Source: an optimization exercise on an open RTL-to-GDS flow (aim: small area, a short achievable clock period and few clock cycles). Production flows keep margins and buffers that such runs may drop. Function was checked by simulation only, so behaviour that the tests miss may differ from the original. Power figures rest on the tool's default switching activity, not on a simulated workload.

Design ambi_core, start of the top module:
module ambi_core (
    input  wire        clk,
    input  wire        rst,            
    input  wire        cmd_valid,
    output wire        cmd_ready,
    input  wire [3:0]  cmd_op,
    input  wire [7:0]  cmd_addr,
    input  wire [31:0] cmd_data,
    output wire        out_valid,
    input  wire        out_ready,
    output wire [7:0]  out_data,
    output wire        out_last,
    output reg         rsp_valid,
    output reg  [31:0] rsp_data
);
Size: ~130,000 sq um of cells after synthesis.
export LEC_CHECK = 0
export ABC_AREA = 1
export CAP_MARGIN = 40
export CORE_MARGIN = 2
export CORE_UTILIZATION = 40
export CTS_CLUSTER_DIAMETER = 80
export CTS_CLUSTER_SIZE = 25
export SLEW_MARGIN = 40
create_clock -name core_clock -period 70.0 [get_ports {clk}]
standard.sh (not shown) runs the stock make flow with config.mk's settings and CLKGATE_MAP_FILE= SYNTH_SCRIPT=/design/flow/synth_recipe.tcl, a recipe that flattens the netlist after the stock synthesis.
==> flow/flow/run.sh <==
#!/bin/bash
# The standard layout with three changes:
#  - synthesis maps with flow/abc_area.script, an area-first ABC script
#    (map -a, then buffering and sizing, three times over), in place of
#    ORFS's abc_area.script, and lowers adders with Yosys's own carry
#    lookahead instead of ORFS's Kogge-Stone map (SYNTH_OPERATIONS_ARGS set),
#    and leaves full and half adders to ABC (ADDER_MAP_FILE empty);
#    everything else in synthesis, registers included, is the standard one
#  - a stronger buffer (buf_4) on every port than buffer_ports picks by itself
#  - timing repair aimed at a slack of 54.6 ns on the design's 70 ns clock
set -euo pipefail
export BUFFER_PORTS_ARGS="-buffer_cell sky130_fd_sc_hd__buf_4"
export SETUP_SLACK_MARGIN=54.6
rm -rf scripts_abc
cp -r "$FLOW_HOME/scripts" scripts_abc
cp flow/abc_area.script scripts_abc/abc_area.script
sed "s#\"\${@:-finish}\"#SCRIPTS_DIR=$PWD/scripts_abc \"\${@:-finish}\"#" standard.sh > standard_abc.sh
ADDER_MAP_FILE= SYNTH_OPERATIONS_ARGS="-noshare" bash standard_abc.sh synth > synth_flow.log 2>&1
bash standard.sh finish > standard_flow.log 2>&1
==> flow/flow/abc_area.script <==
strash
dch
map -a
topo
stime -c
buffer -c
upsize -c
dnsize -c
strash
dch
map -a
topo
stime -c
buffer -c
upsize -c
dnsize -c
strash
dch
map -a
topo
stime -c
buffer -c
upsize -c
dnsize -c
The baseline ran to the end with no violations.
Testbench counts at the start, summed over its fixed seeds: cycles 4,337.
Next try:
--- a/flow/flow/run.sh
+++ b/flow/flow/run.sh
@@ -5,4 +5,3 @@
 #    ORFS's abc_area.script, and lowers adders with Yosys's own carry
-#    lookahead instead of ORFS's Kogge-Stone map (SYNTH_OPERATIONS_ARGS set),
-#    and leaves full and half adders to ABC (ADDER_MAP_FILE empty);
+#    lookahead instead of ORFS's Kogge-Stone map (SYNTH_OPERATIONS_ARGS set);
 #    everything else in synthesis, registers included, is the standard one
@@ -17,3 +16,3 @@
 sed "s#\"\${@:-finish}\"#SCRIPTS_DIR=$PWD/scripts_abc \"\${@:-finish}\"#" standard.sh > standard_abc.sh
-ADDER_MAP_FILE= SYNTH_OPERATIONS_ARGS="-noshare" bash standard_abc.sh synth > synth_flow.log 2>&1
+SYNTH_OPERATIONS_ARGS="-noshare" bash standard_abc.sh synth > synth_flow.log 2>&1
 bash standard.sh finish > standard_flow.log 2>&1
What happened:
- power went up by 0.47%
- register-to-register slack gets better by 0.78 ns
- maximum frequency barely changes
- combinational power went up by 8.6%
- sequential power is about the same
- die area barely changes
- setup slack gets worse by 0.025 ns
- via count went down by 7.6%


ambi_core again, from the RTL that the note above started with.
clock: 70.0 ns
lec_check: 0
abc_area: 1
cap_margin: 40
core_margin: 2
core_utilization: 40
cts_cluster_diameter: 80
cts_cluster_size: 25
slew_margin: 40
==> flow/flow/run.sh <==
#!/bin/bash
# The standard layout with three changes:
#  - synthesis maps with flow/abc_area.script, an area-first ABC script
#    (map -a, then buffering and sizing, three times over), in place of ORFS's abc_area.script;
#    everything else in synthesis, registers included, is the standard one
#  - a stronger buffer (buf_4) on every port than buffer_ports picks by itself
#  - timing repair aimed at a slack of 54.6 ns on the design's 70 ns clock
set -euo pipefail
export BUFFER_PORTS_ARGS="-buffer_cell sky130_fd_sc_hd__buf_4"
export SETUP_SLACK_MARGIN=54.6
rm -rf scripts_abc
cp -r "$FLOW_HOME/scripts" scripts_abc
cp flow/abc_area.script scripts_abc/abc_area.script
sed "s#\"\${@:-finish}\"#SCRIPTS_DIR=$PWD/scripts_abc \"\${@:-finish}\"#" standard.sh > standard_abc.sh
bash standard_abc.sh synth > synth_flow.log 2>&1
bash standard.sh finish > standard_flow.log 2>&1
Scripts as last shown in full above: flow/flow/abc_area.script
The first run went through all stages and came out clean.
Testbench counts at the start, summed over its fixed seeds: cycles 4,337.
Edit:
==> flow/flow/run.sh (replaced) <==
#!/bin/bash
# The standard layout, with a stronger buffer on every port than the
# default choice of buffer_ports, and timing repair aimed at a slack of
# 54.6 ns on the design's 70 ns clock.
set -euo pipefail
export BUFFER_PORTS_ARGS="-buffer_cell sky130_fd_sc_hd__buf_4"
export SETUP_SLACK_MARGIN=54.6
bash standard.sh finish > standard_flow.log 2>&1
removed: flow/flow/abc_area.script
Outcome: The changed run finished with timing, DRC and antenna clean. Via count rose by 7.6%. Wire length is higher by 5.9%. Hold slack gains 0.056 ns. Die area rises by 2.8%. First-iteration DRC count came out higher by 24%. Setup slack degrades by 0.017 ns. Non-clock buffer count goes up by 7. Count of clock-buffer cells in the layout rises by 7.

[afterwards: timing with drivers on the ports]
In the flow no input, the clock included, has a driving cell. The finished layouts below were timed again as built, in two steps. Step 1 sets driving cells, clkbuf_16 on the clock port and buf_2 on the other inputs (assumed; they add their load-dependent delay and slew). Step 2 also shifts input and output timing later by t, the mid clock arrival at the registers, as if the neighbouring blocks saw the same clock. a / b / c = ideal ports / drivers / drivers and shift; a / b = the first two.
run	t (ns)	setup slack, ns	clock arrival spread, ns	worst data-port slew with drivers (ns)	pins driven straight from the clock port
the first run of note 1	1.022	54.546 / 54.444 / 54.351	0.116 / 0.117	0.07	1
the second run of note 1	1.086	54.521 / 54.399 / 54.103	0.123 / 0.123	0.05	1
the first run of note 2	1.062	54.449 / 54.350 / 54.242	0.171 / 0.171	0.07	1
the second run of note 2	1.050	54.432 / 54.320 / 53.564	0.168 / 0.168	0.04	1
After both steps every run listed still meets setup and hold. For the second run of note 2, which loses most, drivers alone change the setup slack by -0.112 ns; drivers and shift together by -0.868 ns.
